From an optimization exercise on the open Yosys and OpenROAD flow, aimed at small area and a short achievable clock period; shortcuts taken in it are not production practice. Where RTL was checked, it was by simulation tests only, not by an equivalence proof against the original. Function not checked in runs 2 and 3: the RTL went through the layout flow alone. Power and IR drop assume default switching activity.

==> flow/design.v, too long to show whole: its modules and the start of the top module <==
// module sde_sine_rom: 25 lines
// module sde_duty_law: 734 lines
// module sde_norm: 39 lines
// module sde_elec_law: 66 lines
// module sde_carrier: 56 lines
// module sde_top: 525 lines
// module sde_sample_due: 40 lines
module sde_top (
    input  wire        clk,
    input  wire        rst,
    input  wire        bus_valid,
    input  wire        bus_write,
    input  wire [7:0]  bus_addr,
    input  wire [1:0]  bus_size,      
    input  wire [31:0] bus_wdata,
    output wire        bus_ready,
    output reg         bus_rvalid,
    output reg  [31:0] bus_rdata,
    input  wire [31:0] int_st,        
    output reg         pwm_valid,
    output reg  [3:0]  pwm_op,
    output wire [1:0]  pwm_ph,
    output reg  [31:0] pwm_data,
    input  wire [11:0] adc_raw,
    output reg         adc_valid,
    output reg  [1:0]  adc_op,
    input  wire [63:0] now_us
);
  // ...
==> flow/flow/run.sh <==
#!/bin/bash
set -euo pipefail
MARGIN=${SDE_SETUP_MARGIN:-11.5}
bash standard.sh SETUP_SLACK_MARGIN=$MARGIN \
    "BUFFER_PORTS_ARGS=-buffer_cell sky130_fd_sc_hd__buf_1" finish > flow_standard.log 2>&1
==> flow/standard.sh <==
#!/bin/bash
# synth_recipe.tcl (not shown) runs the flow's synth.tcl, then flattens the netlist and writes it again
# the make line also repeats each setting of config.mk as NAME=value (left out here)
make -C /OpenROAD-flow-scripts/flow DESIGN_CONFIG=/design/flow/config.mk WORK_HOME=/design/flow/orfs CLKGATE_MAP_FILE= SYNTH_SCRIPT=/design/flow/synth_recipe.tcl "${@:-finish}"
==> flow/config.mk <==
export PLATFORM = sky130hd
export DESIGN_NAME = sde_top
export DESIGN_NICKNAME = sde_top
export VERILOG_FILES = /design/flow/design.v
export SDC_FILE = /design/flow/constraint.sdc
export NUM_CORES = 4
export LEC_CHECK = 0
export CAP_MARGIN = 5
export CORE_MARGIN = 2
export CORE_UTILIZATION = 60
export CTS_BUF_LIST = sky130_fd_sc_hd__clkbuf_8
export CTS_CLUSTER_DIAMETER = 60
export CTS_CLUSTER_SIZE = 14
export SLEW_MARGIN = 5
==> flow/constraint.sdc <==
create_clock -name core_clock -period 21.0 [get_ports {clk}]
set_input_delay 4.2000 -clock core_clock [delete_from_list [all_inputs] [get_ports {clk}]]
set_output_delay 4.2000 -clock core_clock [all_outputs]
set_load 0.01 [all_outputs]
==> flow_summary_export.csv, run 1 <==
group,metric,value,unit
outcome,status,"complete, no violations",
power_and_ir_drop,p_sw_frac,0.390,
power_and_ir_drop,ir_drop,0.0000849,V
die,num_rows,82,
worst_setup_path,path_delay_family,"simple AND/OR/NAND/NOR gates",
power_and_ir_drop,maxPowerGroup,"registers",
synthesis,synth_area,30300,um^2
synthesis,synth.distinct_cells,86,
worst_setup_path,cp_num_cells,7,
synthesis,muxShareOfSynthArea,0.0376,
cts,post-cts-setup-buffers,14,
global_routing,antenna_found_initial,7,
drt,route.detailed.drc,0,
finish,largest_reg_flops,64,
cts,cts_resized,72,
synthesis,seq_area_frac_synth,0.376,
global_routing,grt_overflow,0,
drt,met3_length,18200,um
cts,cts_buffer_depth,3,
worst_setup_path,crit_fanout,3,
finish,buf_share,0.0634,
drt,first_iter_violations,4829,
worst_setup_path,r2r-start,"rr[1]",
drt,wire_per_inst,28.8,um
synthesis,synth_top_family_by_area,"adder cells",
worst_setup_path,crit_end,"bus_ready",
cts,ctsRootBufferMaster,"clkbuf_8",
die,tapCellCount,672,
place,dpl-instance-area,32000,um^2
finish,regMostFlops,"last_t",
synthesis,synth_xor_area_frac,0.0214,
sta,min_period,9790,ps
power_and_ir_drop,power,0.00244,W
worst_hold_path,min_to,"dq1[4]",
==> module sde_duty_law, before the edit <==
module sde_duty_law (
    input  wire [5:0]  index,
    input  wire [15:0] scale,
    output wire [14:0] duty
);
    wire [14:0] sp = scale[14:0] | {15{scale[15]}};
    wire [32:0] hit;
    genvar gi;
    generate for (gi = 0; gi < 33; gi = gi + 1) begin : dec
        assign hit[gi] = (index == gi);
    end endgenerate
    wire [14:0] dev;
    assign dev[0] = hit[2] | hit[4] | hit[5] | hit[6] | hit[7] | hit[11] | hit[14] | hit[16] | hit[17] | hit[19] | hit[22] | hit[26] | hit[27] | hit[28] | hit[29] | hit[31];
    assign dev[1] = hit[1] | hit[5] | hit[6] | hit[7] | hit[8] | hit[9] | hit[12] | hit[15] | hit[17] | hit[18] | hit[19] | hit[21] | hit[22] | hit[24] | hit[25] | hit[29] | hit[31] | hit[32];
    assign dev[2] = hit[1] | hit[2] | hit[7] | hit[9] | hit[11] | hit[15] | hit[17] | hit[19] | hit[21] | hit[25] | hit[27] | hit[28] | hit[29];
    assign dev[3] = hit[3] | hit[5] | hit[6] | hit[9] | hit[11] | hit[12] | hit[13] | hit[14] | hit[17] | hit[18] | hit[20] | hit[25] | hit[26] | hit[29] | hit[30] | hit[31] | hit[32];
    assign dev[4] = hit[1] | hit[2] | hit[5] | hit[6] | hit[7] | hit[8] | hit[9] | hit[15] | hit[17] | hit[19] | hit[20] | hit[21] | hit[22] | hit[29] | hit[30];
    assign dev[5] = hit[1] | hit[5] | hit[6] | hit[8] | hit[9] | hit[13] | hit[14] | hit[17] | hit[18] | hit[21] | hit[22] | hit[26] | hit[29] | hit[30] | hit[31];
    assign dev[6] = hit[1] | hit[6] | hit[8] | hit[9] | hit[10] | hit[11] | hit[12] | hit[13] | hit[14] | hit[16] | hit[18] | hit[23] | hit[26] | hit[28] | hit[29] | hit[30] | hit[31];
    assign dev[7] = hit[2] | hit[4] | hit[5] | hit[7] | hit[8] | hit[12] | hit[13] | hit[14] | hit[16] | hit[18] | hit[22] | hit[23] | hit[24] | hit[27] | hit[30] | hit[32];
    assign dev[8] = hit[1] | hit[3] | hit[6] | hit[8] | hit[9] | hit[10] | hit[11] | hit[12] | hit[17] | hit[18] | hit[19] | hit[20] | hit[26] | hit[28] | hit[29] | hit[31];
    assign dev[9] = hit[2] | hit[3] | hit[4] | hit[10] | hit[11] | hit[13] | hit[14] | hit[15] | hit[17] | hit[21] | hit[24] | hit[25] | hit[26] | hit[27] | hit[28] | hit[32];
    assign dev[10] = hit[6] | hit[10] | hit[12] | hit[13] | hit[14] | hit[15] | hit[16] | hit[22] | hit[24] | hit[25] | hit[26] | hit[28] | hit[29] | hit[30] | hit[31] | hit[32];
    assign dev[11] = hit[1] | hit[3] | hit[5] | hit[6] | hit[10] | hit[11] | hit[13] | hit[15] | hit[17] | hit[19] | hit[21] | hit[24] | hit[25] | hit[26] | hit[29] | hit[31];
    assign dev[12] = hit[2] | hit[3] | hit[7] | hit[8] | hit[9] | hit[13] | hit[14] | hit[17] | hit[18] | hit[21] | hit[22] | hit[23] | hit[27] | hit[28] | hit[29] | hit[32];
    assign dev[13] = hit[4] | hit[5] | hit[6] | hit[7] | hit[8] | hit[9] | hit[10] | hit[11] | hit[12] | hit[17] | hit[18] | hit[19] | hit[20] | hit[30] | hit[31] | hit[32];
    assign dev[14] = hit[17] | hit[18] | hit[19] | hit[20] | hit[21] | hit[22] | hit[23] | hit[24] | hit[25] | hit[26] | hit[27] | hit[28] | hit[29] | hit[30] | hit[31] | hit[32];
    wire m1 = dev[0] & sp[0];
    wire m2 = dev[0] & sp[1];
    wire m3 = dev[0] & sp[2];
    wire m4 = dev[0] & sp[3];
    wire m5 = dev[0] & sp[4];
    wire m6 = dev[0] & sp[5];
    wire m7 = dev[0] & sp[6];
    wire m8 = dev[0] & sp[7];
    wire m9 = dev[0] & sp[8];
    wire m10 = dev[0] & sp[9];
    wire m11 = dev[0] & sp[10];
    wire m12 = dev[0] & sp[11];
    wire m13 = dev[0] & sp[12];
    wire m14 = dev[0] & sp[13];
    wire m15 = dev[0] & sp[14];
    wire m16 = dev[1] & sp[0];
    wire m17 = dev[1] & sp[1];
    wire m18 = dev[1] & sp[2];
    wire m19 = dev[1] & sp[3];
    wire m20 = dev[1] & sp[4];
    wire m21 = dev[1] & sp[5];
    wire m22 = dev[1] & sp[6];
    wire m23 = dev[1] & sp[7];
    wire m24 = dev[1] & sp[8];
    wire m25 = dev[1] & sp[9];
    wire m26 = dev[1] & sp[10];
    wire m27 = dev[1] & sp[11];
    wire m28 = dev[1] & sp[12];
    wire m29 = dev[1] & sp[13];
    wire m30 = dev[1] & sp[14];
    wire m31 = dev[2] & sp[0];
    wire m32 = dev[2] & sp[1];
    wire m33 = dev[2] & sp[2];
    wire m34 = dev[2] & sp[3];
    wire m35 = dev[2] & sp[4];
    wire m36 = dev[2] & sp[5];
    wire m37 = dev[2] & sp[6];
    wire m38 = dev[2] & sp[7];
    wire m39 = dev[2] & sp[8];
    wire m40 = dev[2] & sp[9];
    wire m41 = dev[2] & sp[10];
    wire m42 = dev[2] & sp[11];
    wire m43 = dev[2] & sp[12];
    wire m44 = dev[2] & sp[13];
    wire m45 = dev[2] & sp[14];
    wire m46 = dev[3] & sp[0];
    wire m47 = dev[3] & sp[1];
    wire m48 = dev[3] & sp[2];
    wire m49 = dev[3] & sp[3];
    wire m50 = dev[3] & sp[4];
    wire m51 = dev[3] & sp[5];
    wire m52 = dev[3] & sp[6];
    wire m53 = dev[3] & sp[7];
    wire m54 = dev[3] & sp[8];
    wire m55 = dev[3] & sp[9];
    wire m56 = dev[3] & sp[10];
    wire m57 = dev[3] & sp[11];
    wire m58 = dev[3] & sp[12];
    wire m59 = dev[3] & sp[13];
    wire m60 = dev[3] & sp[14];
    wire m61 = dev[4] & sp[0];
    wire m62 = dev[4] & sp[1];
    wire m63 = dev[4] & sp[2];
    wire m64 = dev[4] & sp[3];
    wire m65 = dev[4] & sp[4];
    wire m66 = dev[4] & sp[5];
    wire m67 = dev[4] & sp[6];
    wire m68 = dev[4] & sp[7];
    wire m69 = dev[4] & sp[8];
    wire m70 = dev[4] & sp[9];
    wire m71 = dev[4] & sp[10];
    wire m72 = dev[4] & sp[11];
    wire m73 = dev[4] & sp[12];
    wire m74 = dev[4] & sp[13];
    wire m75 = dev[4] & sp[14];
    wire m76 = dev[5] & sp[0];
    wire m77 = dev[5] & sp[1];
    wire m78 = dev[5] & sp[2];
    wire m79 = dev[5] & sp[3];
    wire m80 = dev[5] & sp[4];
    wire m81 = dev[5] & sp[5];
    wire m82 = dev[5] & sp[6];
    wire m83 = dev[5] & sp[7];
    wire m84 = dev[5] & sp[8];
    wire m85 = dev[5] & sp[9];
    wire m86 = dev[5] & sp[10];
    wire m87 = dev[5] & sp[11];
    wire m88 = dev[5] & sp[12];
    wire m89 = dev[5] & sp[13];
    wire m90 = dev[5] & sp[14];
    wire m91 = dev[6] & sp[0];
    wire m92 = dev[6] & sp[1];
    wire m93 = dev[6] & sp[2];
    wire m94 = dev[6] & sp[3];
    wire m95 = dev[6] & sp[4];
    wire m96 = dev[6] & sp[5];
    wire m97 = dev[6] & sp[6];
    wire m98 = dev[6] & sp[7];
    wire m99 = dev[6] & sp[8];
    wire m100 = dev[6] & sp[9];
    wire m101 = dev[6] & sp[10];
    wire m102 = dev[6] & sp[11];
    wire m103 = dev[6] & sp[12];
    wire m104 = dev[6] & sp[13];
    wire m105 = dev[6] & sp[14];
    wire m106 = dev[7] & sp[0];
    wire m107 = dev[7] & sp[1];
    wire m108 = dev[7] & sp[2];
    wire m109 = dev[7] & sp[3];
    wire m110 = dev[7] & sp[4];
    wire m111 = dev[7] & sp[5];
    wire m112 = dev[7] & sp[6];
    wire m113 = dev[7] & sp[7];
    wire m114 = dev[7] & sp[8];
    wire m115 = dev[7] & sp[9];
    wire m116 = dev[7] & sp[10];
    wire m117 = dev[7] & sp[11];
    wire m118 = dev[7] & sp[12];
    wire m119 = dev[7] & sp[13];
    wire m120 = dev[7] & sp[14];
    wire m121 = dev[8] & sp[0];
    wire m122 = dev[8] & sp[1];
    wire m123 = dev[8] & sp[2];
    wire m124 = dev[8] & sp[3];
    wire m125 = dev[8] & sp[4];
    wire m126 = dev[8] & sp[5];
    wire m127 = dev[8] & sp[6];
    wire m128 = dev[8] & sp[7];
    wire m129 = dev[8] & sp[8];
    wire m130 = dev[8] & sp[9];
    wire m131 = dev[8] & sp[10];
    wire m132 = dev[8] & sp[11];
    wire m133 = dev[8] & sp[12];
    wire m134 = dev[8] & sp[13];
    wire m135 = dev[8] & sp[14];
    wire m136 = dev[9] & sp[0];
    wire m137 = dev[9] & sp[1];
    wire m138 = dev[9] & sp[2];
    wire m139 = dev[9] & sp[3];
    wire m140 = dev[9] & sp[4];
    wire m141 = dev[9] & sp[5];
    wire m142 = dev[9] & sp[6];
    wire m143 = dev[9] & sp[7];
    wire m144 = dev[9] & sp[8];
    wire m145 = dev[9] & sp[9];
    wire m146 = dev[9] & sp[10];
    wire m147 = dev[9] & sp[11];
    wire m148 = dev[9] & sp[12];
    wire m149 = dev[9] & sp[13];
    wire m150 = dev[9] & sp[14];
    wire m151 = dev[10] & sp[0];
    wire m152 = dev[10] & sp[1];
    wire m153 = dev[10] & sp[2];
    wire m154 = dev[10] & sp[3];
    wire m155 = dev[10] & sp[4];
    wire m156 = dev[10] & sp[5];
    wire m157 = dev[10] & sp[6];
    wire m158 = dev[10] & sp[7];
    wire m159 = dev[10] & sp[8];
    wire m160 = dev[10] & sp[9];
    wire m161 = dev[10] & sp[10];
    wire m162 = dev[10] & sp[11];
    wire m163 = dev[10] & sp[12];
    wire m164 = dev[10] & sp[13];
    wire m165 = dev[10] & sp[14];
    wire m166 = dev[11] & sp[0];
    wire m167 = dev[11] & sp[1];
    wire m168 = dev[11] & sp[2];
    wire m169 = dev[11] & sp[3];
    wire m170 = dev[11] & sp[4];
    wire m171 = dev[11] & sp[5];
    wire m172 = dev[11] & sp[6];
    wire m173 = dev[11] & sp[7];
    wire m174 = dev[11] & sp[8];
    wire m175 = dev[11] & sp[9];
    wire m176 = dev[11] & sp[10];
    wire m177 = dev[11] & sp[11];
    wire m178 = dev[11] & sp[12];
    wire m179 = dev[11] & sp[13];
    wire m180 = dev[11] & sp[14];
    wire m181 = dev[12] & sp[0];
    wire m182 = dev[12] & sp[1];
    wire m183 = dev[12] & sp[2];
    wire m184 = dev[12] & sp[3];
    wire m185 = dev[12] & sp[4];
    wire m186 = dev[12] & sp[5];
    wire m187 = dev[12] & sp[6];
    wire m188 = dev[12] & sp[7];
    wire m189 = dev[12] & sp[8];
    wire m190 = dev[12] & sp[9];
    wire m191 = dev[12] & sp[10];
    wire m192 = dev[12] & sp[11];
    wire m193 = dev[12] & sp[12];
    wire m194 = dev[12] & sp[13];
    wire m195 = dev[12] & sp[14];
    wire m196 = dev[13] & sp[0];
    wire m197 = dev[13] & sp[1];
    wire m198 = dev[13] & sp[2];
    wire m199 = dev[13] & sp[3];
    wire m200 = dev[13] & sp[4];
    wire m201 = dev[13] & sp[5];
    wire m202 = dev[13] & sp[6];
    wire m203 = dev[13] & sp[7];
    wire m204 = dev[13] & sp[8];
    wire m205 = dev[13] & sp[9];
    wire m206 = dev[13] & sp[10];
    wire m207 = dev[13] & sp[11];
    wire m208 = dev[13] & sp[12];
    wire m209 = dev[13] & sp[13];
    wire m210 = dev[13] & sp[14];
    wire m211 = ~(dev[14] & sp[0]);
    wire m212 = ~(dev[14] & sp[1]);
    wire m213 = ~(dev[14] & sp[2]);
    wire m214 = ~(dev[14] & sp[3]);
    wire m215 = ~(dev[14] & sp[4]);
    wire m216 = ~(dev[14] & sp[5]);
    wire m217 = ~(dev[14] & sp[6]);
    wire m218 = ~(dev[14] & sp[7]);
    wire m219 = ~(dev[14] & sp[8]);
    wire m220 = ~(dev[14] & sp[9]);
    wire m221 = ~(dev[14] & sp[10]);
    wire m222 = ~(dev[14] & sp[11]);
    wire m223 = ~(dev[14] & sp[12]);
    wire m224 = ~(dev[14] & sp[13]);
    wire m225 = ~(dev[14] & sp[14]);
    wire m226 = m14 ^ m28;
    wire m227 = m14 & m28;
    wire m228 = m15 ^ m29 ^ m43;
    wire m229 = (m15 & m29) | (m15 & m43) | (m29 & m43);
    wire m230 = m57 ^ m71;
    wire m231 = m57 & m71;
    wire m232 = m30 ^ m44 ^ m58;
    wire m233 = (m30 & m44) | (m30 & m58) | (m44 & m58);
    wire m234 = m72 ^ m86 ^ m100;
    wire m235 = (m72 & m86) | (m72 & m100) | (m86 & m100);
    wire m236 = m45 ^ m59 ^ m73;
    wire m237 = (m45 & m59) | (m45 & m73) | (m59 & m73);
    wire m238 = m10 ^ m24;
    wire m239 = m10 & m24;
    wire m240 = m11 ^ m25 ^ m39;
    wire m241 = (m11 & m25) | (m11 & m39) | (m25 & m39);
    wire m242 = m53 ^ m67;
    wire m243 = m53 & m67;
    wire m244 = m12 ^ m26 ^ m40;
    wire m245 = (m12 & m26) | (m12 & m40) | (m26 & m40);
    wire m246 = m54 ^ m68 ^ m82;
    wire m247 = (m54 & m68) | (m54 & m82) | (m68 & m82);
    wire m248 = m96 ^ m110;
    wire m249 = m96 & m110;
    wire m250 = m13 ^ m27 ^ m41;
    wire m251 = (m13 & m27) | (m13 & m41) | (m27 & m41);
    wire m252 = m55 ^ m69 ^ m83;
    wire m253 = (m55 & m69) | (m55 & m83) | (m69 & m83);
    wire m254 = m97 ^ m111 ^ m125;
    wire m255 = (m97 & m111) | (m97 & m125) | (m111 & m125);
    wire m256 = m139 ^ m153;
    wire m257 = m139 & m153;
    wire m258 = m42 ^ m56 ^ m70;
    wire m259 = (m42 & m56) | (m42 & m70) | (m56 & m70);
    wire m260 = m84 ^ m98 ^ m112;
    wire m261 = (m84 & m98) | (m84 & m112) | (m98 & m112);
    wire m262 = m126 ^ m140 ^ m154;
    wire m263 = (m126 & m140) | (m126 & m154) | (m140 & m154);
    wire m264 = m168 ^ m182 ^ m196;
    wire m265 = (m168 & m182) | (m168 & m196) | (m182 & m196);
    wire m266 = m85 ^ m99 ^ m113;
    wire m267 = (m85 & m99) | (m85 & m113) | (m99 & m113);
    wire m268 = m127 ^ m141 ^ m155;
    wire m269 = (m127 & m141) | (m127 & m155) | (m141 & m155);
    wire m270 = m169 ^ m183 ^ m197;
    wire m271 = (m169 & m183) | (m169 & m197) | (m183 & m197);
    wire m272 = m211 ^ m227 ^ m228;
    wire m273 = (m211 & m227) | (m211 & m228) | (m227 & m228);
    wire m274 = m114 ^ m128 ^ m142;
    wire m275 = (m114 & m128) | (m114 & m142) | (m128 & m142);
    wire m276 = m156 ^ m170 ^ m184;
    wire m277 = (m156 & m170) | (m156 & m184) | (m170 & m184);
    wire m278 = m198 ^ m212 ^ 1'b1;
    wire m279 = (m198 & m212) | (m198 & 1'b1) | (m212 & 1'b1);
    wire m280 = m229 ^ m231 ^ m232;
    wire m281 = (m229 & m231) | (m229 & m232) | (m231 & m232);
    wire m282 = m87 ^ m101 ^ m115;
    wire m283 = (m87 & m101) | (m87 & m115) | (m101 & m115);
    wire m284 = m129 ^ m143 ^ m157;
    wire m285 = (m129 & m143) | (m129 & m157) | (m143 & m157);
    wire m286 = m171 ^ m185 ^ m199;
    wire m287 = (m171 & m185) | (m171 & m199) | (m185 & m199);
    wire m288 = m213 ^ m233 ^ m235;
    wire m289 = (m213 & m233) | (m213 & m235) | (m233 & m235);
    wire m290 = m60 ^ m74 ^ m88;
    wire m291 = (m60 & m74) | (m60 & m88) | (m74 & m88);
    wire m292 = m102 ^ m116 ^ m130;
    wire m293 = (m102 & m116) | (m102 & m130) | (m116 & m130);
    wire m294 = m144 ^ m158 ^ m172;
    wire m295 = (m144 & m158) | (m144 & m172) | (m158 & m172);
    wire m296 = m186 ^ m200 ^ m214;
    wire m297 = (m186 & m200) | (m186 & m214) | (m200 & m214);
    wire m298 = m75 ^ m89 ^ m103;
    wire m299 = (m75 & m89) | (m75 & m103) | (m89 & m103);
    wire m300 = m117 ^ m131 ^ m145;
    wire m301 = (m117 & m131) | (m117 & m145) | (m131 & m145);
    wire m302 = m159 ^ m173 ^ m187;
    wire m303 = (m159 & m173) | (m159 & m187) | (m173 & m187);
    wire m304 = m90 ^ m104 ^ m118;
    wire m305 = (m90 & m104) | (m90 & m118) | (m104 & m118);
    wire m306 = m132 ^ m146 ^ m160;
    wire m307 = (m132 & m146) | (m132 & m160) | (m146 & m160);
    wire m308 = m105 ^ m119 ^ m133;
    wire m309 = (m105 & m119) | (m105 & m133) | (m119 & m133);
    wire m310 = m7 ^ m21;
    wire m311 = m7 & m21;
    wire m312 = m8 ^ m22 ^ m36;
    wire m313 = (m8 & m22) | (m8 & m36) | (m22 & m36);
    wire m314 = m50 ^ m64;
    wire m315 = m50 & m64;
    wire m316 = m9 ^ m23 ^ m37;
    wire m317 = (m9 & m23) | (m9 & m37) | (m23 & m37);
    wire m318 = m51 ^ m65 ^ m79;
    wire m319 = (m51 & m65) | (m51 & m79) | (m65 & m79);
    wire m320 = m93 ^ m107;
    wire m321 = m93 & m107;
    wire m322 = m38 ^ m52 ^ m66;
    wire m323 = (m38 & m52) | (m38 & m66) | (m52 & m66);
    wire m324 = m80 ^ m94 ^ m108;
    wire m325 = (m80 & m94) | (m80 & m108) | (m94 & m108);
    wire m326 = m122 ^ m136 ^ m238;
    wire m327 = (m122 & m136) | (m122 & m238) | (m136 & m238);
    wire m328 = m81 ^ m95 ^ m109;
    wire m329 = (m81 & m95) | (m81 & m109) | (m95 & m109);
    wire m330 = m123 ^ m137 ^ m151;
    wire m331 = (m123 & m137) | (m123 & m151) | (m137 & m151);
    wire m332 = m239 ^ m240 ^ m242;
    wire m333 = (m239 & m240) | (m239 & m242) | (m240 & m242);
    wire m334 = m124 ^ m138 ^ m152;
    wire m335 = (m124 & m138) | (m124 & m152) | (m138 & m152);
    wire m336 = m166 ^ m241 ^ m243;
    wire m337 = (m166 & m241) | (m166 & m243) | (m241 & m243);
    wire m338 = m244 ^ m246 ^ m248;
    wire m339 = (m244 & m246) | (m244 & m248) | (m246 & m248);
    wire m340 = m167 ^ m181 ^ m245;
    wire m341 = (m167 & m181) | (m167 & m245) | (m181 & m245);
    wire m342 = m247 ^ m249 ^ m250;
    wire m343 = (m247 & m249) | (m247 & m250) | (m249 & m250);
    wire m344 = m252 ^ m254 ^ m256;
    wire m345 = (m252 & m254) | (m252 & m256) | (m254 & m256);
    wire m346 = m226 ^ m251 ^ m253;
    wire m347 = (m226 & m251) | (m226 & m253) | (m251 & m253);
    wire m348 = m255 ^ m257 ^ m258;
    wire m349 = (m255 & m257) | (m255 & m258) | (m257 & m258);
    wire m350 = m260 ^ m262 ^ m264;
    wire m351 = (m260 & m262) | (m260 & m264) | (m262 & m264);
    wire m352 = m230 ^ m259 ^ m261;
    wire m353 = (m230 & m259) | (m230 & m261) | (m259 & m261);
    wire m354 = m263 ^ m265 ^ m266;
    wire m355 = (m263 & m265) | (m263 & m266) | (m265 & m266);
    wire m356 = m268 ^ m270 ^ m272;
    wire m357 = (m268 & m270) | (m268 & m272) | (m270 & m272);
    wire m358 = m234 ^ m267 ^ m269;
    wire m359 = (m234 & m267) | (m234 & m269) | (m267 & m269);
    wire m360 = m271 ^ m273 ^ m274;
    wire m361 = (m271 & m273) | (m271 & m274) | (m273 & m274);
    wire m362 = m276 ^ m278 ^ m280;
    wire m363 = (m276 & m278) | (m276 & m280) | (m278 & m280);
    wire m364 = m236 ^ m275 ^ m277;
    wire m365 = (m236 & m275) | (m236 & m277) | (m275 & m277);
    wire m366 = m279 ^ m281 ^ m282;
    wire m367 = (m279 & m281) | (m279 & m282) | (m281 & m282);
    wire m368 = m284 ^ m286 ^ m288;
    wire m369 = (m284 & m286) | (m284 & m288) | (m286 & m288);
    wire m370 = m237 ^ m283 ^ m285;
    wire m371 = (m237 & m283) | (m237 & m285) | (m283 & m285);
    wire m372 = m287 ^ m289 ^ m290;
    wire m373 = (m287 & m289) | (m287 & m290) | (m289 & m290);
    wire m374 = m292 ^ m294 ^ m296;
    wire m375 = (m292 & m294) | (m292 & m296) | (m294 & m296);
    wire m376 = m201 ^ m215 ^ m291;
    wire m377 = (m201 & m215) | (m201 & m291) | (m215 & m291);
    wire m378 = m293 ^ m295 ^ m297;
    wire m379 = (m293 & m295) | (m293 & m297) | (m295 & m297);
    wire m380 = m298 ^ m300 ^ m302;
    wire m381 = (m298 & m300) | (m298 & m302) | (m300 & m302);
    wire m382 = m174 ^ m188 ^ m202;
    wire m383 = (m174 & m188) | (m174 & m202) | (m188 & m202);
    wire m384 = m216 ^ m299 ^ m301;
    wire m385 = (m216 & m299) | (m216 & m301) | (m299 & m301);
    wire m386 = m303 ^ m304 ^ m306;
    wire m387 = (m303 & m304) | (m303 & m306) | (m304 & m306);
    wire m388 = m147 ^ m161 ^ m175;
    wire m389 = (m147 & m161) | (m147 & m175) | (m161 & m175);
    wire m390 = m189 ^ m203 ^ m217;
    wire m391 = (m189 & m203) | (m189 & m217) | (m203 & m217);
    wire m392 = m305 ^ m307 ^ m308;
    wire m393 = (m305 & m307) | (m305 & m308) | (m307 & m308);
    wire m394 = m120 ^ m134 ^ m148;
    wire m395 = (m120 & m134) | (m120 & m148) | (m134 & m148);
    wire m396 = m162 ^ m176 ^ m190;
    wire m397 = (m162 & m176) | (m162 & m190) | (m176 & m190);
    wire m398 = m204 ^ m218 ^ m309;
    wire m399 = (m204 & m218) | (m204 & m309) | (m218 & m309);
    wire m400 = m135 ^ m149 ^ m163;
    wire m401 = (m135 & m149) | (m135 & m163) | (m149 & m163);
    wire m402 = m177 ^ m191 ^ m205;
    wire m403 = (m177 & m191) | (m177 & m205) | (m191 & m205);
    wire m404 = m150 ^ m164 ^ m178;
    wire m405 = (m150 & m164) | (m150 & m178) | (m164 & m178);
    wire m406 = m165 ^ m179;
    wire m407 = m165 & m179;
    wire m408 = m5 ^ m19;
    wire m409 = m5 & m19;
    wire m410 = m6 ^ m20 ^ m34;
    wire m411 = (m6 & m20) | (m6 & m34) | (m20 & m34);
    wire m412 = m48 ^ m62;
    wire m413 = m48 & m62;
    wire m414 = m35 ^ m49 ^ m63;
    wire m415 = (m35 & m49) | (m35 & m63) | (m49 & m63);
    wire m416 = m77 ^ m91 ^ m310;
    wire m417 = (m77 & m91) | (m77 & m310) | (m91 & m310);
    wire m418 = m78 ^ m92 ^ m106;
    wire m419 = (m78 & m92) | (m78 & m106) | (m92 & m106);
    wire m420 = m311 ^ m312 ^ m314;
    wire m421 = (m311 & m312) | (m311 & m314) | (m312 & m314);
    wire m422 = m121 ^ m313 ^ m315;
    wire m423 = (m121 & m313) | (m121 & m315) | (m313 & m315);
    wire m424 = m316 ^ m318 ^ m320;
    wire m425 = (m316 & m318) | (m316 & m320) | (m318 & m320);
    wire m426 = m317 ^ m319 ^ m321;
    wire m427 = (m317 & m319) | (m317 & m321) | (m319 & m321);
    wire m428 = m322 ^ m324 ^ m326;
    wire m429 = (m322 & m324) | (m322 & m326) | (m324 & m326);
    wire m430 = m323 ^ m325 ^ m327;
    wire m431 = (m323 & m325) | (m323 & m327) | (m325 & m327);
    wire m432 = m328 ^ m330 ^ m332;
    wire m433 = (m328 & m330) | (m328 & m332) | (m330 & m332);
    wire m434 = m329 ^ m331 ^ m333;
    wire m435 = (m329 & m331) | (m329 & m333) | (m331 & m333);
    wire m436 = m334 ^ m336 ^ m338;
    wire m437 = (m334 & m336) | (m334 & m338) | (m336 & m338);
    wire m438 = m335 ^ m337 ^ m339;
    wire m439 = (m335 & m337) | (m335 & m339) | (m337 & m339);
    wire m440 = m340 ^ m342 ^ m344;
    wire m441 = (m340 & m342) | (m340 & m344) | (m342 & m344);
    wire m442 = m341 ^ m343 ^ m345;
    wire m443 = (m341 & m343) | (m341 & m345) | (m343 & m345);
    wire m444 = m346 ^ m348 ^ m350;
    wire m445 = (m346 & m348) | (m346 & m350) | (m348 & m350);
    wire m446 = m347 ^ m349 ^ m351;
    wire m447 = (m347 & m349) | (m347 & m351) | (m349 & m351);
    wire m448 = m352 ^ m354 ^ m356;
    wire m449 = (m352 & m354) | (m352 & m356) | (m354 & m356);
    wire m450 = m353 ^ m355 ^ m357;
    wire m451 = (m353 & m355) | (m353 & m357) | (m355 & m357);
    wire m452 = m358 ^ m360 ^ m362;
    wire m453 = (m358 & m360) | (m358 & m362) | (m360 & m362);
    wire m454 = m359 ^ m361 ^ m363;
    wire m455 = (m359 & m361) | (m359 & m363) | (m361 & m363);
    wire m456 = m364 ^ m366 ^ m368;
    wire m457 = (m364 & m366) | (m364 & m368) | (m366 & m368);
    wire m458 = m365 ^ m367 ^ m369;
    wire m459 = (m365 & m367) | (m365 & m369) | (m367 & m369);
    wire m460 = m370 ^ m372 ^ m374;
    wire m461 = (m370 & m372) | (m370 & m374) | (m372 & m374);
    wire m462 = m371 ^ m373 ^ m375;
    wire m463 = (m371 & m373) | (m371 & m375) | (m373 & m375);
    wire m464 = m376 ^ m378 ^ m380;
    wire m465 = (m376 & m378) | (m376 & m380) | (m378 & m380);
    wire m466 = m377 ^ m379 ^ m381;
    wire m467 = (m377 & m379) | (m377 & m381) | (m379 & m381);
    wire m468 = m382 ^ m384 ^ m386;
    wire m469 = (m382 & m384) | (m382 & m386) | (m384 & m386);
    wire m470 = m383 ^ m385 ^ m387;
    wire m471 = (m383 & m385) | (m383 & m387) | (m385 & m387);
    wire m472 = m388 ^ m390 ^ m392;
    wire m473 = (m388 & m390) | (m388 & m392) | (m390 & m392);
    wire m474 = m389 ^ m391 ^ m393;
    wire m475 = (m389 & m391) | (m389 & m393) | (m391 & m393);
    wire m476 = m394 ^ m396 ^ m398;
    wire m477 = (m394 & m396) | (m394 & m398) | (m396 & m398);
    wire m478 = m219 ^ m395 ^ m397;
    wire m479 = (m219 & m395) | (m219 & m397) | (m395 & m397);
    wire m480 = m399 ^ m400 ^ m402;
    wire m481 = (m399 & m400) | (m399 & m402) | (m400 & m402);
    wire m482 = m192 ^ m206 ^ m220;
    wire m483 = (m192 & m206) | (m192 & m220) | (m206 & m220);
    wire m484 = m401 ^ m403 ^ m404;
    wire m485 = (m401 & m403) | (m401 & m404) | (m403 & m404);
    wire m486 = m193 ^ m207 ^ m221;
    wire m487 = (m193 & m207) | (m193 & m221) | (m207 & m221);
    wire m488 = 1'b1 ^ m405 ^ m406;
    wire m489 = (1'b1 & m405) | (1'b1 & m406) | (m405 & m406);
    wire m490 = m180 ^ m194 ^ m208;
    wire m491 = (m180 & m194) | (m180 & m208) | (m194 & m208);
    wire m492 = m222 ^ m407;
    wire m493 = m222 & m407;
    wire m494 = m195 ^ m209;
    wire m495 = m195 & m209;
    wire m496 = m4 ^ m18;
    wire m497 = m4 & m18;
    wire m498 = m33 ^ m47 ^ m61;
    wire m499 = (m33 & m47) | (m33 & m61) | (m47 & m61);
    wire m500 = m76 ^ m409 ^ m410;
    wire m501 = (m76 & m409) | (m76 & m410) | (m409 & m410);
    wire m502 = m411 ^ m413 ^ m414;
    wire m503 = (m411 & m413) | (m411 & m414) | (m413 & m414);
    wire m504 = m415 ^ m417 ^ m418;
    wire m505 = (m415 & m417) | (m415 & m418) | (m417 & m418);
    wire m506 = m419 ^ m421 ^ m422;
    wire m507 = (m419 & m421) | (m419 & m422) | (m421 & m422);
    wire m508 = m423 ^ m425 ^ m426;
    wire m509 = (m423 & m425) | (m423 & m426) | (m425 & m426);
    wire m510 = m427 ^ m429 ^ m430;
    wire m511 = (m427 & m429) | (m427 & m430) | (m429 & m430);
    wire m512 = m431 ^ m433 ^ m434;
    wire m513 = (m431 & m433) | (m431 & m434) | (m433 & m434);
    wire m514 = m435 ^ m437 ^ m438;
    wire m515 = (m435 & m437) | (m435 & m438) | (m437 & m438);
    wire m516 = m439 ^ m441 ^ m442;
    wire m517 = (m439 & m441) | (m439 & m442) | (m441 & m442);
    wire m518 = m443 ^ m445 ^ m446;
    wire m519 = (m443 & m445) | (m443 & m446) | (m445 & m446);
    wire m520 = m447 ^ m449 ^ m450;
    wire m521 = (m447 & m449) | (m447 & m450) | (m449 & m450);
    wire m522 = m451 ^ m453 ^ m454;
    wire m523 = (m451 & m453) | (m451 & m454) | (m453 & m454);
    wire m524 = m455 ^ m457 ^ m458;
    wire m525 = (m455 & m457) | (m455 & m458) | (m457 & m458);
    wire m526 = m459 ^ m461 ^ m462;
    wire m527 = (m459 & m461) | (m459 & m462) | (m461 & m462);
    wire m528 = m463 ^ m465 ^ m466;
    wire m529 = (m463 & m465) | (m463 & m466) | (m465 & m466);
    wire m530 = m467 ^ m469 ^ m470;
    wire m531 = (m467 & m469) | (m467 & m470) | (m469 & m470);
    wire m532 = m471 ^ m473 ^ m474;
    wire m533 = (m471 & m473) | (m471 & m474) | (m473 & m474);
    wire m534 = m475 ^ m477 ^ m478;
    wire m535 = (m475 & m477) | (m475 & m478) | (m477 & m478);
    wire m536 = m479 ^ m481 ^ m482;
    wire m537 = (m479 & m481) | (m479 & m482) | (m481 & m482);
    wire m538 = m483 ^ m485 ^ m486;
    wire m539 = (m483 & m485) | (m483 & m486) | (m485 & m486);
    wire m540 = m487 ^ m489 ^ m490;
    wire m541 = (m487 & m489) | (m487 & m490) | (m489 & m490);
    wire m542 = m223 ^ m491 ^ m493;
    wire m543 = (m223 & m491) | (m223 & m493) | (m491 & m493);
    wire m544 = m210 ^ m224 ^ 1'b1;
    wire m545 = (m210 & m224) | (m210 & 1'b1) | (m224 & 1'b1);
    wire m546 = m3 ^ m17;
    wire m547 = m3 & m17;
    wire m548 = m32 ^ m46 ^ m496;
    wire m549 = (m32 & m46) | (m32 & m496) | (m46 & m496);
    wire m550 = m408 ^ m497 ^ m498;
    wire m551 = (m408 & m497) | (m408 & m498) | (m497 & m498);
    wire m552 = m412 ^ m499 ^ m500;
    wire m553 = (m412 & m499) | (m412 & m500) | (m499 & m500);
    wire m554 = m416 ^ m501 ^ m502;
    wire m555 = (m416 & m501) | (m416 & m502) | (m501 & m502);
    wire m556 = m420 ^ m503 ^ m504;
    wire m557 = (m420 & m503) | (m420 & m504) | (m503 & m504);
    wire m558 = m424 ^ m505 ^ m506;
    wire m559 = (m424 & m505) | (m424 & m506) | (m505 & m506);
    wire m560 = m428 ^ m507 ^ m508;
    wire m561 = (m428 & m507) | (m428 & m508) | (m507 & m508);
    wire m562 = m432 ^ m509 ^ m510;
    wire m563 = (m432 & m509) | (m432 & m510) | (m509 & m510);
    wire m564 = m436 ^ m511 ^ m512;
    wire m565 = (m436 & m511) | (m436 & m512) | (m511 & m512);
    wire m566 = m440 ^ m513 ^ m514;
    wire m567 = (m440 & m513) | (m440 & m514) | (m513 & m514);
    wire m568 = m444 ^ m515 ^ m516;
    wire m569 = (m444 & m515) | (m444 & m516) | (m515 & m516);
    wire m570 = m448 ^ m517 ^ m518;
    wire m571 = (m448 & m517) | (m448 & m518) | (m517 & m518);
    wire m572 = m452 ^ m519 ^ m520;
    wire m573 = (m452 & m519) | (m452 & m520) | (m519 & m520);
    wire m574 = m456 ^ m521 ^ m522;
    wire m575 = (m456 & m521) | (m456 & m522) | (m521 & m522);
    wire m576 = m460 ^ m523 ^ m524;
    wire m577 = (m460 & m523) | (m460 & m524) | (m523 & m524);
    wire m578 = m464 ^ m525 ^ m526;
    wire m579 = (m464 & m525) | (m464 & m526) | (m525 & m526);
    wire m580 = m468 ^ m527 ^ m528;
    wire m581 = (m468 & m527) | (m468 & m528) | (m527 & m528);
    wire m582 = m472 ^ m529 ^ m530;
    wire m583 = (m472 & m529) | (m472 & m530) | (m529 & m530);
    wire m584 = m476 ^ m531 ^ m532;
    wire m585 = (m476 & m531) | (m476 & m532) | (m531 & m532);
    wire m586 = m480 ^ m533 ^ m534;
    wire m587 = (m480 & m533) | (m480 & m534) | (m533 & m534);
    wire m588 = m484 ^ m535 ^ m536;
    wire m589 = (m484 & m535) | (m484 & m536) | (m535 & m536);
    wire m590 = m488 ^ m537 ^ m538;
    wire m591 = (m488 & m537) | (m488 & m538) | (m537 & m538);
    wire m592 = m492 ^ m539 ^ m540;
    wire m593 = (m492 & m539) | (m492 & m540) | (m539 & m540);
    wire m594 = m494 ^ m541 ^ m542;
    wire m595 = (m494 & m541) | (m494 & m542) | (m541 & m542);
    wire m596 = m495 ^ m543 ^ m544;
    wire m597 = (m495 & m543) | (m495 & m544) | (m543 & m544);
    wire m598 = m225 ^ 1'b1 ^ m545;
    wire m599 = (m225 & 1'b1) | (m225 & m545) | (1'b1 & m545);
    wire m600 = m2 ^ m16;
    wire m601 = m2 & m16;
    wire m602 = m31 ^ m546 ^ m601;
    wire m603 = (m31 & m546) | (m31 & m601) | (m546 & m601);
    wire m604 = m547 ^ m548 ^ m603;
    wire m605 = (m547 & m548) | (m547 & m603) | (m548 & m603);
    wire m606 = m549 ^ m550 ^ m605;
    wire m607 = (m549 & m550) | (m549 & m605) | (m550 & m605);
    wire m608 = m551 ^ m552 ^ m607;
    wire m609 = (m551 & m552) | (m551 & m607) | (m552 & m607);
    wire m610 = m553 ^ m554 ^ m609;
    wire m611 = (m553 & m554) | (m553 & m609) | (m554 & m609);
    wire m612 = m555 ^ m556 ^ m611;
    wire m613 = (m555 & m556) | (m555 & m611) | (m556 & m611);
    wire m614 = m557 ^ m558 ^ m613;
    wire m615 = (m557 & m558) | (m557 & m613) | (m558 & m613);
    wire m616 = m559 ^ m560 ^ m615;
    wire m617 = (m559 & m560) | (m559 & m615) | (m560 & m615);
    wire m618 = m561 ^ m562 ^ m617;
    wire m619 = (m561 & m562) | (m561 & m617) | (m562 & m617);
    wire m620 = m563 ^ m564 ^ m619;
    wire m621 = (m563 & m564) | (m563 & m619) | (m564 & m619);
    wire m622 = m565 ^ m566 ^ m621;
    wire m623 = (m565 & m566) | (m565 & m621) | (m566 & m621);
    wire m624 = m567 ^ m568 ^ m623;
    wire m625 = (m567 & m568) | (m567 & m623) | (m568 & m623);
    wire m626 = m569 ^ m570 ^ m625;
    wire m627 = (m569 & m570) | (m569 & m625) | (m570 & m625);
    wire m628 = m571 ^ m572;
    wire m629 = m571 & m572;
    wire m630 = m573 ^ m574 ^ m629;
    wire m631 = (m573 & m574) | (m573 & m629) | (m574 & m629);
    wire m632 = m575 ^ m576 ^ m631;
    wire m633 = (m575 & m576) | (m575 & m631) | (m576 & m631);
    wire m634 = m577 ^ m578 ^ m633;
    wire m635 = (m577 & m578) | (m577 & m633) | (m578 & m633);
    wire m636 = m579 ^ m580 ^ m635;
    wire m637 = (m579 & m580) | (m579 & m635) | (m580 & m635);
    wire m638 = m571 ^ m572 ^ 1'b1;
    wire m639 = (m571 & m572) | (m571 & 1'b1) | (m572 & 1'b1);
    wire m640 = m573 ^ m574 ^ m639;
    wire m641 = (m573 & m574) | (m573 & m639) | (m574 & m639);
    wire m642 = m575 ^ m576 ^ m641;
    wire m643 = (m575 & m576) | (m575 & m641) | (m576 & m641);
    wire m644 = m577 ^ m578 ^ m643;
    wire m645 = (m577 & m578) | (m577 & m643) | (m578 & m643);
    wire m646 = m579 ^ m580 ^ m645;
    wire m647 = (m579 & m580) | (m579 & m645) | (m580 & m645);
    wire m648 = m627 ? m638 : m628;
    wire m649 = m627 ? m640 : m630;
    wire m650 = m627 ? m642 : m632;
    wire m651 = m627 ? m644 : m634;
    wire m652 = m627 ? m646 : m636;
    wire m653 = m627 ? m647 : m637;
    wire m654 = m581 ^ m582;
    wire m655 = m581 & m582;
    wire m656 = m583 ^ m584 ^ m655;
    wire m657 = (m583 & m584) | (m583 & m655) | (m584 & m655);
    wire m658 = m585 ^ m586 ^ m657;
    wire m659 = (m585 & m586) | (m585 & m657) | (m586 & m657);
    wire m660 = m587 ^ m588 ^ m659;
    wire m661 = (m587 & m588) | (m587 & m659) | (m588 & m659);
    wire m662 = m589 ^ m590 ^ m661;
    wire m663 = (m589 & m590) | (m589 & m661) | (m590 & m661);
    wire m664 = m581 ^ m582 ^ 1'b1;
    wire m665 = (m581 & m582) | (m581 & 1'b1) | (m582 & 1'b1);
    wire m666 = m583 ^ m584 ^ m665;
    wire m667 = (m583 & m584) | (m583 & m665) | (m584 & m665);
    wire m668 = m585 ^ m586 ^ m667;
    wire m669 = (m585 & m586) | (m585 & m667) | (m586 & m667);
    wire m670 = m587 ^ m588 ^ m669;
    wire m671 = (m587 & m588) | (m587 & m669) | (m588 & m669);
    wire m672 = m589 ^ m590 ^ m671;
    wire m673 = (m589 & m590) | (m589 & m671) | (m590 & m671);
    wire m674 = m653 ? m664 : m654;
    wire m675 = m653 ? m666 : m656;
    wire m676 = m653 ? m668 : m658;
    wire m677 = m653 ? m670 : m660;
    wire m678 = m653 ? m672 : m662;
    wire m679 = m653 ? m673 : m663;
    wire m680 = m591 ^ m592;
    wire m681 = m591 & m592;
    wire m682 = m593 ^ m594 ^ m681;
    wire m683 = (m593 & m594) | (m593 & m681) | (m594 & m681);
    wire m684 = m595 ^ m596 ^ m683;
    wire m685 = (m595 & m596) | (m595 & m683) | (m596 & m683);
    wire m686 = m597 ^ m598 ^ m685;
    wire m687 = (m597 & m598) | (m597 & m685) | (m598 & m685);
    wire m688 = 1'b1 ^ m599 ^ m687;
    wire m689 = (1'b1 & m599) | (1'b1 & m687) | (m599 & m687);
    wire m690 = m591 ^ m592 ^ 1'b1;
    wire m691 = (m591 & m592) | (m591 & 1'b1) | (m592 & 1'b1);
    wire m692 = m593 ^ m594 ^ m691;
    wire m693 = (m593 & m594) | (m593 & m691) | (m594 & m691);
    wire m694 = m595 ^ m596 ^ m693;
    wire m695 = (m595 & m596) | (m595 & m693) | (m596 & m693);
    wire m696 = m597 ^ m598 ^ m695;
    wire m697 = (m597 & m598) | (m597 & m695) | (m598 & m695);
    wire m698 = 1'b1 ^ m599 ^ m697;
    wire m699 = (1'b1 & m599) | (1'b1 & m697) | (m599 & m697);
    wire m700 = m679 ? m690 : m680;
    wire m701 = m679 ? m692 : m682;
    wire m702 = m679 ? m694 : m684;
    wire m703 = m679 ? m696 : m686;
    wire m704 = m679 ? m698 : m688;
    wire m705 = m679 ? m699 : m689;
    assign duty = {m704, m703, m702, m701, m700, m678, m677, m676, m675, m674, m652, m651, m650, m649, m648};
endmodule
==> inputs of run 2 (changes only) <==
--- a/flow/design.v
+++ b/flow/design.v
@@ -682,85 +682,83 @@
     wire m630 = m573 ^ m574 ^ m629;
     wire m631 = (m573 & m574) | (m573 & m629) | (m574 & m629);
     wire m632 = m575 ^ m576 ^ m631;
     wire m633 = (m575 & m576) | (m575 & m631) | (m576 & m631);
     wire m634 = m577 ^ m578 ^ m633;
     wire m635 = (m577 & m578) | (m577 & m633) | (m578 & m633);
     wire m636 = m579 ^ m580 ^ m635;
     wire m637 = (m579 & m580) | (m579 & m635) | (m580 & m635);
-    wire m638 = m571 ^ m572 ^ 1'b1;
-    wire m639 = (m571 & m572) | (m571 & 1'b1) | (m572 & 1'b1);
-    wire m640 = m573 ^ m574 ^ m639;
-    wire m641 = (m573 & m574) | (m573 & m639) | (m574 & m639);
-    wire m642 = m575 ^ m576 ^ m641;
-    wire m643 = (m575 & m576) | (m575 & m641) | (m576 & m641);
-    wire m644 = m577 ^ m578 ^ m643;
-    wire m645 = (m577 & m578) | (m577 & m643) | (m578 & m643);
-    wire m646 = m579 ^ m580 ^ m645;
-    wire m647 = (m579 & m580) | (m579 & m645) | (m580 & m645);
-    wire m648 = m627 ? m638 : m628;
-    wire m649 = m627 ? m640 : m630;
-    wire m650 = m627 ? m642 : m632;
-    wire m651 = m627 ? m644 : m634;
-    wire m652 = m627 ? m646 : m636;
-    wire m653 = m627 ? m647 : m637;
-    wire m654 = m581 ^ m582;
-    wire m655 = m581 & m582;
-    wire m656 = m583 ^ m584 ^ m655;
-    wire m657 = (m583 & m584) | (m583 & m655) | (m584 & m655);
-    wire m658 = m585 ^ m586 ^ m657;
-    wire m659 = (m585 & m586) | (m585 & m657) | (m586 & m657);
-    wire m660 = m587 ^ m588 ^ m659;
-    wire m661 = (m587 & m588) | (m587 & m659) | (m588 & m659);
-    wire m662 = m589 ^ m590 ^ m661;
-    wire m663 = (m589 & m590) | (m589 & m661) | (m590 & m661);
-    wire m664 = m581 ^ m582 ^ 1'b1;
-    wire m665 = (m581 & m582) | (m581 & 1'b1) | (m582 & 1'b1);
-    wire m666 = m583 ^ m584 ^ m665;
-    wire m667 = (m583 & m584) | (m583 & m665) | (m584 & m665);
-    wire m668 = m585 ^ m586 ^ m667;
-    wire m669 = (m585 & m586) | (m585 & m667) | (m586 & m667);
-    wire m670 = m587 ^ m588 ^ m669;
-    wire m671 = (m587 & m588) | (m587 & m669) | (m588 & m669);
-    wire m672 = m589 ^ m590 ^ m671;
-    wire m673 = (m589 & m590) | (m589 & m671) | (m590 & m671);
-    wire m674 = m653 ? m664 : m654;
-    wire m675 = m653 ? m666 : m656;
-    wire m676 = m653 ? m668 : m658;
-    wire m677 = m653 ? m670 : m660;
-    wire m678 = m653 ? m672 : m662;
-    wire m679 = m653 ? m673 : m663;
-    wire m680 = m591 ^ m592;
-    wire m681 = m591 & m592;
-    wire m682 = m593 ^ m594 ^ m681;
-    wire m683 = (m593 & m594) | (m593 & m681) | (m594 & m681);
-    wire m684 = m595 ^ m596 ^ m683;
-    wire m685 = (m595 & m596) | (m595 & m683) | (m596 & m683);
-    wire m686 = m597 ^ m598 ^ m685;
-    wire m687 = (m597 & m598) | (m597 & m685) | (m598 & m685);
-    wire m688 = 1'b1 ^ m599 ^ m687;
-    wire m689 = (1'b1 & m599) | (1'b1 & m687) | (m599 & m687);
-    wire m690 = m591 ^ m592 ^ 1'b1;
-    wire m691 = (m591 & m592) | (m591 & 1'b1) | (m592 & 1'b1);
-    wire m692 = m593 ^ m594 ^ m691;
-    wire m693 = (m593 & m594) | (m593 & m691) | (m594 & m691);
-    wire m694 = m595 ^ m596 ^ m693;
-    wire m695 = (m595 & m596) | (m595 & m693) | (m596 & m693);
-    wire m696 = m597 ^ m598 ^ m695;
-    wire m697 = (m597 & m598) | (m597 & m695) | (m598 & m695);
-    wire m698 = 1'b1 ^ m599 ^ m697;
-    wire m699 = (1'b1 & m599) | (1'b1 & m697) | (m599 & m697);
-    wire m700 = m679 ? m690 : m680;
-    wire m701 = m679 ? m692 : m682;
-    wire m702 = m679 ? m694 : m684;
-    wire m703 = m679 ? m696 : m686;
-    wire m704 = m679 ? m698 : m688;
-    wire m705 = m679 ? m699 : m689;
-    assign duty = {m704, m703, m702, m701, m700, m678, m677, m676, m675, m674, m652, m651, m650, m649, m648};
+    wire m638 = m581 ^ m582 ^ m637;
+    wire m639 = (m581 & m582) | (m581 & m637) | (m582 & m637);
+    wire m640 = m583 ^ m584 ^ m639;
+    wire m641 = (m583 & m584) | (m583 & m639) | (m584 & m639);
+    wire m642 = m585 ^ m586 ^ m641;
+    wire m643 = (m585 & m586) | (m585 & m641) | (m586 & m641);
+    wire m644 = m587 ^ m588 ^ m643;
+    wire m645 = (m587 & m588) | (m587 & m643) | (m588 & m643);
+    wire m646 = m589 ^ m590 ^ m645;
+    wire m647 = (m589 & m590) | (m589 & m645) | (m590 & m645);
+    wire m648 = m591 ^ m592 ^ m647;
+    wire m649 = (m591 & m592) | (m591 & m647) | (m592 & m647);
+    wire m650 = m593 ^ m594 ^ m649;
+    wire m651 = (m593 & m594) | (m593 & m649) | (m594 & m649);
+    wire m652 = m595 ^ m596 ^ m651;
+    wire m653 = (m595 & m596) | (m595 & m651) | (m596 & m651);
+    wire m654 = m597 ^ m598 ^ m653;
+    wire m655 = (m597 & m598) | (m597 & m653) | (m598 & m653);
+    wire m656 = 1'b1 ^ m599 ^ m655;
+    wire m657 = (1'b1 & m599) | (1'b1 & m655) | (m599 & m655);
+    wire m658 = m571 ^ m572 ^ 1'b1;
+    wire m659 = (m571 & m572) | (m571 & 1'b1) | (m572 & 1'b1);
+    wire m660 = m573 ^ m574 ^ m659;
+    wire m661 = (m573 & m574) | (m573 & m659) | (m574 & m659);
+    wire m662 = m575 ^ m576 ^ m661;
+    wire m663 = (m575 & m576) | (m575 & m661) | (m576 & m661);
+    wire m664 = m577 ^ m578 ^ m663;
+    wire m665 = (m577 & m578) | (m577 & m663) | (m578 & m663);
+    wire m666 = m579 ^ m580 ^ m665;
+    wire m667 = (m579 & m580) | (m579 & m665) | (m580 & m665);
+    wire m668 = m581 ^ m582 ^ m667;
+    wire m669 = (m581 & m582) | (m581 & m667) | (m582 & m667);
+    wire m670 = m583 ^ m584 ^ m669;
+    wire m671 = (m583 & m584) | (m583 & m669) | (m584 & m669);
+    wire m672 = m585 ^ m586 ^ m671;
+    wire m673 = (m585 & m586) | (m585 & m671) | (m586 & m671);
+    wire m674 = m587 ^ m588 ^ m673;
+    wire m675 = (m587 & m588) | (m587 & m673) | (m588 & m673);
+    wire m676 = m589 ^ m590 ^ m675;
+    wire m677 = (m589 & m590) | (m589 & m675) | (m590 & m675);
+    wire m678 = m591 ^ m592 ^ m677;
+    wire m679 = (m591 & m592) | (m591 & m677) | (m592 & m677);
+    wire m680 = m593 ^ m594 ^ m679;
+    wire m681 = (m593 & m594) | (m593 & m679) | (m594 & m679);
+    wire m682 = m595 ^ m596 ^ m681;
+    wire m683 = (m595 & m596) | (m595 & m681) | (m596 & m681);
+    wire m684 = m597 ^ m598 ^ m683;
+    wire m685 = (m597 & m598) | (m597 & m683) | (m598 & m683);
+    wire m686 = 1'b1 ^ m599 ^ m685;
+    wire m687 = (1'b1 & m599) | (1'b1 & m685) | (m599 & m685);
+    wire m688 = m627 ? m658 : m628;
+    wire m689 = m627 ? m660 : m630;
+    wire m690 = m627 ? m662 : m632;
+    wire m691 = m627 ? m664 : m634;
+    wire m692 = m627 ? m666 : m636;
+    wire m693 = m627 ? m668 : m638;
+    wire m694 = m627 ? m670 : m640;
+    wire m695 = m627 ? m672 : m642;
+    wire m696 = m627 ? m674 : m644;
+    wire m697 = m627 ? m676 : m646;
+    wire m698 = m627 ? m678 : m648;
+    wire m699 = m627 ? m680 : m650;
+    wire m700 = m627 ? m682 : m652;
+    wire m701 = m627 ? m684 : m654;
+    wire m702 = m627 ? m686 : m656;
+    wire m703 = m627 ? m687 : m657;
+    assign duty = {m702, m701, m700, m699, m698, m697, m696, m695, m694, m693, m692, m691, m690, m689, m688};
 endmodule
 module sde_norm (
     input  wire [11:0] raw,
     output wire [15:0] scale
 );
     wire [2:0] hi = raw[11:9];
     wire n1 = hi[0] ^ raw[8];
     wire n2 = hi[0] & raw[8];
@@ -1260,20 +1258,16 @@
             scale       <= 16'd0;
             handler_reg <= 1'b0;
             last_t      <= 64'd0;
             fg_todo     <= 4'd0;
             run_req     <= 1'b0;
             res_idx     <= 6'd63;
             err         <= 9'd0;
             state       <= S_IDLE;
-            j_chain     <= 1'b0;
-            j_seq       <= 1'b0;
-            ph          <= 2'd0;
-            sub         <= 3'd0;
             bus_rvalid  <= 1'b0;
         end else begin
             bus_rvalid <= bus_fire && !bus_write;
             if (bus_fire) begin
                 if (!bus_write) begin
                     if (!rd_ok) err[E_BUS] <= 1'b1;
                 end else if (!bus_legal || !wr_mapped) begin
                     err[E_BUS] <= 1'b1;
==> flow/flow/run.sh (replaced) <==
#!/bin/bash
set -euo pipefail
MARGIN=${SDE_SETUP_MARGIN:-11}
bash standard.sh SETUP_SLACK_MARGIN=$MARGIN \
    "BUFFER_PORTS_ARGS=-buffer_cell sky130_fd_sc_hd__buf_1" finish > flow_standard.log 2>&1
==> flow/config.mk (replaced) <==
export PLATFORM = sky130hd
export DESIGN_NAME = sde_top
export DESIGN_NICKNAME = sde_top
export VERILOG_FILES = /design/flow/design.v
export SDC_FILE = /design/flow/constraint.sdc
export NUM_CORES = 4
export LEC_CHECK = 0
export CAP_MARGIN = 20
export CORE_MARGIN = 2
export CORE_UTILIZATION = 70
export CTS_BUF_LIST = sky130_fd_sc_hd__clkbuf_8
export CTS_CLUSTER_DIAMETER = 60
export CTS_CLUSTER_SIZE = 14
export SLEW_MARGIN = 20
==> flow_summary_export.csv, run 2 <==
group,metric,value,unit
outcome,status,"complete, no violations",
synthesis,syn_area_per_cell,9.53,um^2
cts,insertion_delay,640,ps
sta,setup_viol,0,
sta,tightest_slew,1220,ps
power_and_ir_drop,p_leak,13.5,nW
global_routing,grt_overflow,0,
worst_setup_path,cp_slowest_cell,"fa_2",
global_routing,grt_max_degree,72,
cts,cts_tree,"yes",
sta,period_share,0.478,
synthesis,seq_area_frac_synth,0.379,
power_and_ir_drop,power,0.00208,W
global_routing,grt_pass1_vias,27000,
synthesis,yosys_warnings,1,
drt,wl,111000,um
place,dp_cells,3858,
synthesis,synth.distinct_cells,84,
global_routing,grtUsageTotal,0.486,
die,coreArea,42900,um^2
flow_run,maxCapViolCount,0,
die,start_util,0.705,
finish,final_common_cell,"nor2_1",
cts,clock-sinks,460,
synthesis,syn_nets,3663,
worst_setup_path,start_kind,"input pin",
drt,route.detailed.drc,0,
drt,via_per_inst,7.01,
synthesis,synth_area_leader_cell,"edfxtp_1",
worst_setup_path,endpoint_kind,"flop",
place,hpwl,79400,um
worst_setup_path,crit_arrival,10500,ps
finish,final_nets,3824,
worst_setup_path,required,21470,ps
synthesis,syn_inst,3173,
synthesis,yosysMostFrequentCell,"nor2_1",
drt,first_pass_iters,10,
power_and_ir_drop,ir_drop,0.0000645,V
place,dpl-instance-area,31600,um^2
drt,vias,27800,
cts,cts_buffers,42,
cts,cts_buffer_depth,3,
place,gp_congestion,1.04,
drt,routedLengthMet1,35500,um
place,portBuffers,229,
synthesis,synth_edf_count,226,
cts,clkSlewWorstSetupHoldPaths,90,ps
synthesis,yosysTopAreaCellShare,0.224,
synthesis,synthTopCellsByCount,"nor2_1, inv_1, dfxtp_1, nand2_1, edfxtp_1",
cts,ctsRootBufferMaster,"clkbuf_8",
die,io_pins,230,
worst_setup_path,crit_type,"in2reg",
synthesis,synth.area.top_cells,"edfxtp_1, dfxtp_1, fa_1, ha_1, nor2_1",
worst_setup_path,max_stage_delay,400,ps
sta,max_freq,0.0997,GHz
worst_setup_path,worst-path-buf-inv,9,
die,num_rows,76,
die,die_y,212,um
die,die_width,212,um
drt,first_iter_violations,4976,
synthesis,synthFlopType,"dfxtp_1",
worst_setup_path,crit_fanout,7,
finish,syn_to_final_growth,9.02,%
sta,final.setup.tns,0,ps
sta,rsz0062_at_grt,"yes",
power_and_ir_drop,p_per_area,63.2,nW/um^2
drt,dr_wl_met2,48000,um
die,dieArea,44900,um^2
finish,fin_cells,3961,
finish,most-common-layout-cells,"nor2_1, inv_1, dfxtp_1",
drt,wire_per_inst,27.9,um
drt,met3_length,16500,um
finish,regMostFlops,"last_t",
worst_setup_path,path_delay_family,"adder cells",
synthesis,async_flop_share,0,
sta,hold_viol_final,0,
synthesis,synth-seq-cells,460,
worst_hold_path,min_path_type,"reg2reg",
drt,ant_nets,0,
drt,top_layer_used,"met5",
global_routing,grt_pass1_wl,161000,um
sta,min_period,10030,ps
finish,final_area,33000,um^2
sta,clock_skew,32.9,ps
finish,drive_gt1_frac,0.0835,
synthesis,synth_area,30200,um^2
sta,max_slew_margin,0.182,
cts,cts_max_level,2,
sta,slew_viol_final,0,
worst_setup_path,cp_common_cell,"fa_2",
global_routing,antenna_found_initial,17,
finish,largest_reg_flops,64,
## run 2: power by group
group          leakage (nW)  switching (W)  internal (W)
clock network         0.477       0.000330      0.000209
logic                  9.11       0.000403      0.000145
registers              3.95      0.0000223      0.000976
total                  13.5       0.000755       0.00133
## run 2: stage by stage
step / setup slack, ps / util / hold slack (ps)
detailed placement: 9360 / 0.737 / 338
global placement: 9690 / 0.737 / 333
CTS: 10960 / 0.762 / 344
finish: 10970 / 0.769 / 340
floorplan: 11010 / - / 331
global route: 10810 / 0.768 / 355
## run 2: logic make-up after synthesis
| family | share of synthesized area |
|---|---|
| adder cells (fa/ha/maj) | 0.188 |
| flip-flops | 0.379 |
| XOR/XNOR | 0.0214 |
| AO/OA/AOI/OAI | 0.153 |
| buffers and inverters | 0.0649 |
| multiplexers | 0.0384 |
| AND/OR/NAND/NOR | 0.155 |
## run 2: what timing repair did
action / in CTS / in global routing
endpoints found under the setup margin: 71 / 73
pin swaps: 13 / 22
hold buffers: 0 / 0
cloned: 3 / 2
gates resized for setup: 35 / 30
setup buffers: 6 / 4
endpoints found under the hold margin: 0 / 0
## run 2: metal layers
metal / global-route usage / vias up
met1: 0.568 / 13100
met5: 0 / -
met3: 0.163 / 702
met2: 0.739 / 2423
met4: 0.381 / 14
li1: - / 11600
## run 2: layout make-up
class                   instances  area, um^2
clock inverters                33         191
repair buffers                301        1570
flip-flops and latches        460       11500
fillers                      2964        9920
diodes                         10        25.0
inverters                     322        1210
multi-input cells            2207       17200
clock buffers                  43         592
well taps                     585         732
## run 2: path summary, 6_finish.rpt
| kind | from | end | slack, ps | cells past startpoint |
|---|---|---|---|---|
| max | now_us[0] | last_t[10] | 10970 | 30 |
| min | dq1[9] | dq2[9] | 340 | 0 |
| max reg2reg | rr[0] | dq0[14] | 11750 | 29 |
| min reg2reg | dq1[9] | dq2[9] | 340 | 0 |
==> inputs of run 3 (changes only) <==
--- a/flow/config.mk
+++ b/flow/config.mk
@@ -8,7 +8,8 @@
 export CAP_MARGIN = 20
 export CORE_MARGIN = 2
-export CORE_UTILIZATION = 70
+export CORE_UTILIZATION = 60
 export CTS_BUF_LIST = sky130_fd_sc_hd__clkbuf_8
 export CTS_CLUSTER_DIAMETER = 60
 export CTS_CLUSTER_SIZE = 14
+export GPL_TIMING_DRIVEN = 0
 export SLEW_MARGIN = 20
==> flow_summary_export.csv, run 3 <==
group,metric,value,unit
global_routing,grt_pass1_vias,27600,
synthesis,synth-seq-cells,460,
global_routing,met2_usage,0.722,
finish,fin_cells,4189,
finish,most-common-layout-cells,"nor2_1, inv_1, dfxtp_1",
sta,tightest_slew,1190,ps
outcome,status,"complete, no violations",
die,num_rows,82,
worst_setup_path,endpoint_kind,"output port",
worst_setup_path,worst-path-buf-inv,2,
synthesis,yosysMostFrequentCell,"nor2_1",
drt,via_per_inst,6.75,
worst_hold_path,hold_path_startpoint,"dq1[8]",
power_and_ir_drop,p_leak,13.7,nW
worst_setup_path,r2r_end,"dq0[14]",
die,io_pins,230,
synthesis,synthAdderAreaFrac,0.188,
finish,final_nets,3966,
worst_setup_path,crit_type,"in2out",
finish,regMostFlops,"last_t",
synthesis,async_flop_share,0,
drt,wire_per_inst,29.0,um
worst_setup_path,max_stage_delay,480,ps
global_routing,grtUsageMet1,0.530,
synthesis,synth_xor_area_frac,0.0214,
finish,drive_gt1_frac,0.0698,
cts,clock-sinks,460,
synthesis,synth_top_family_by_area,"adder cells",
worst_setup_path,r2r-start,"rr[0]",
drt,wl,122000,um
global_routing,grt_overflow,0,
synthesis,yosys.area_share.simple,0.155,
global_routing,grt_util_met3,0.136,
place,dpl-instance-area,32200,um^2
synthesis,seq_area_frac_synth,0.379,
synthesis,synthFlopType,"dfxtp_1",
worst_hold_path,hold_path_depth,0,
die,die_width,228,um
cts,ctsRootBufferMaster,"clkbuf_8",
flow_run,maxCapViolCount,0,
cts,insertion_delay,700,ps
power_and_ir_drop,p_per_area,64.0,nW/um^2
finish,syn_to_final_growth,10.7,%
global_routing,grt_pass1_wl,176000,um
place,portBuffers,228,
sta,fin_ws,10750,ps
worst_setup_path,required,16800,ps
die,coreArea,50000,um^2
worst_setup_path,path_delay_family,"simple AND/OR/NAND/NOR gates",
sta,rsz0062_at_grt,"yes",
drt,route.detailed.drc,0,
worst_setup_path,r2r_slack,11660,ps
worst_setup_path,cp_slowest_cell,"nor4_4",
sta,hold_viol_final,0,
synthesis,synthTopCellsByCount,"nor2_1, inv_1, dfxtp_1, nand2_1, edfxtp_1",
finish,post-route-util,0.670,
synthesis,synth_area_leader_cell,"edfxtp_1",
cts,clkSlewWorstSetupHoldPaths,100,ps
worst_setup_path,crit_arrival,6050,ps
place,hpwl,93900,um
place,dp_cells,4095,
synthesis,yosysTopAreaCellShare,0.224,
synthesis,syn_nets,3663,
global_routing,grt_max_degree,23,
sta,period_share,0.488,
worst_hold_path,min_to,"dq2[8]",
worst_setup_path,crit_fanout,3,
worst_setup_path,start_kind,"input pin",
global_routing,busiest_layer,"met2",
global_routing,antenna_found_initial,9,
place,gp_congestion,1.09,
finish,final_area,33500,um^2
synthesis,synth_edf_count,226,
sta,max_slew_margin,0.200,
sta,setup_viol,0,
drt,first_pass_iters,12,
synthesis,syn_inst,3173,
power_and_ir_drop,ir_drop,0.0000506,V
synthesis,syn_area_per_cell,9.53,um^2
synthesis,synth_area,30200,um^2
cts,cts_hold_buf,0,
worst_hold_path,min_path_type,"reg2reg",
place,dp_slack,9160,ps
finish,final_common_cell,"nor2_1",
synthesis,muxShareOfSynthArea,0.0384,
worst_setup_path,crit_chain,"buf_8, nor4_4, nand4_1, o21ai_4, nand2_4, nand4_1, buf_2",
global_routing,grtUsageTotal,0.458,
sta,max_freq,0.0976,GHz
die,die_y,228,um
synthesis,yosys_warnings,1,
synthesis,synth_compound_area_frac,0.153,
synthesis,synth.area.top_cells,"edfxtp_1, dfxtp_1, fa_1, ha_1, nor2_1",
finish,largest_reg_flops,64,
cts,cts_max_level,2,
synthesis,synth.distinct_cells,84,
drt,ant_nets,0,
die,start_util,0.605,
worst_setup_path,r2r_cells,32,
cts,cts_buffers,43,
drt,first_iter_violations,4293,
sta,slew_viol_final,0,
cts,cts_tree,"yes",
sta,final.setup.tns,0,ps
die,dieArea,52200,um^2
sta,min_period,10250,ps
worst_setup_path,cp_common_cell,"nand4_1",
sta,clock_skew,42.4,ps
drt,vias,28300,
cts,cts_buffer_depth,3,
## run 3: cell counts after synthesis
Identical to the previous run, type by type.
## run 3: per-layer routing
metal,up-vias,part of all wire
met1,13500,0.33
met3,629,0.14
li1,11800,-
met5,-,0.00037
met2,2299,0.44
met4,6,0.094
## run 3: cells by family after synthesis
kind of cell | count (synthesis)
and+or+nand+nor | 1020
AOI/OAI and AO/OA | 662
buffers and inverters | 506
DFF | 460
adders and majority gates | 339
muxes | 113
xor gates and xnor gates | 73
## run 3: where the power goes
part,total [W],switching [W],leakage (nW),internal (W)
combinational,0.000568,0.000417,9.21,0.000151
clock,0.000576,0.000336,0.520,0.000240
sequential,0.000998,0.0000226,3.95,0.000975
total,0.00214,0.000776,13.7,0.00137
## run 3: layout make-up
type	instances	area, um^2
timing repair buffer	258	1170
inverter	322	1210
buffer	184	827
fill	4072	16500
antenna	7	17.5
clock buffer	44	606
clock inverter	35	258
tap	672	841
multi-input combinational	2207	17100
sequential	460	11500
## run 3: repair_timing
item | CTS | global route
pin swaps | 8 | 11
gates resized for setup | 31 | 43
endpoints found under the setup margin | 72 | 77
gates cloned | 0 | 1
setup buffers | 4 | 3
endpoints found under the hold margin | 0 | 0
## run 3: worst max-delay path by stage
stage	start	to	slack, ps	depth (start not counted)
floorplan	now_us[0]	last_t[56]	11010	28
global route	int_st[8]	bus_ready	10840	7
global placement	int_st[7]	arg[8]	7060	6
finish	int_st[8]	bus_ready	10750	7
detailed placement	int_st[7]	bus_ready	9160	7
CTS	int_st[12]	bus_ready	10920	7
## run 3: per-stage QoR
stage          power [W]  hold WS (ps)
2_1_floorplan    0.00133           331
5_1_grt          0.00220           357
3_5_place_dp     0.00155           338
4_1_cts          0.00211           350
3_3_place_gp     0.00153           333
6_report         0.00214           345

Setup slack of run 3, layout unchanged: 10.749 ns with ideal ports, 10.691 ns with driving cells assumed (clock clkbuf_16, inputs buf_2), 10.469 ns with port delays also shifted by the 0.740 ns mid clock arrival.
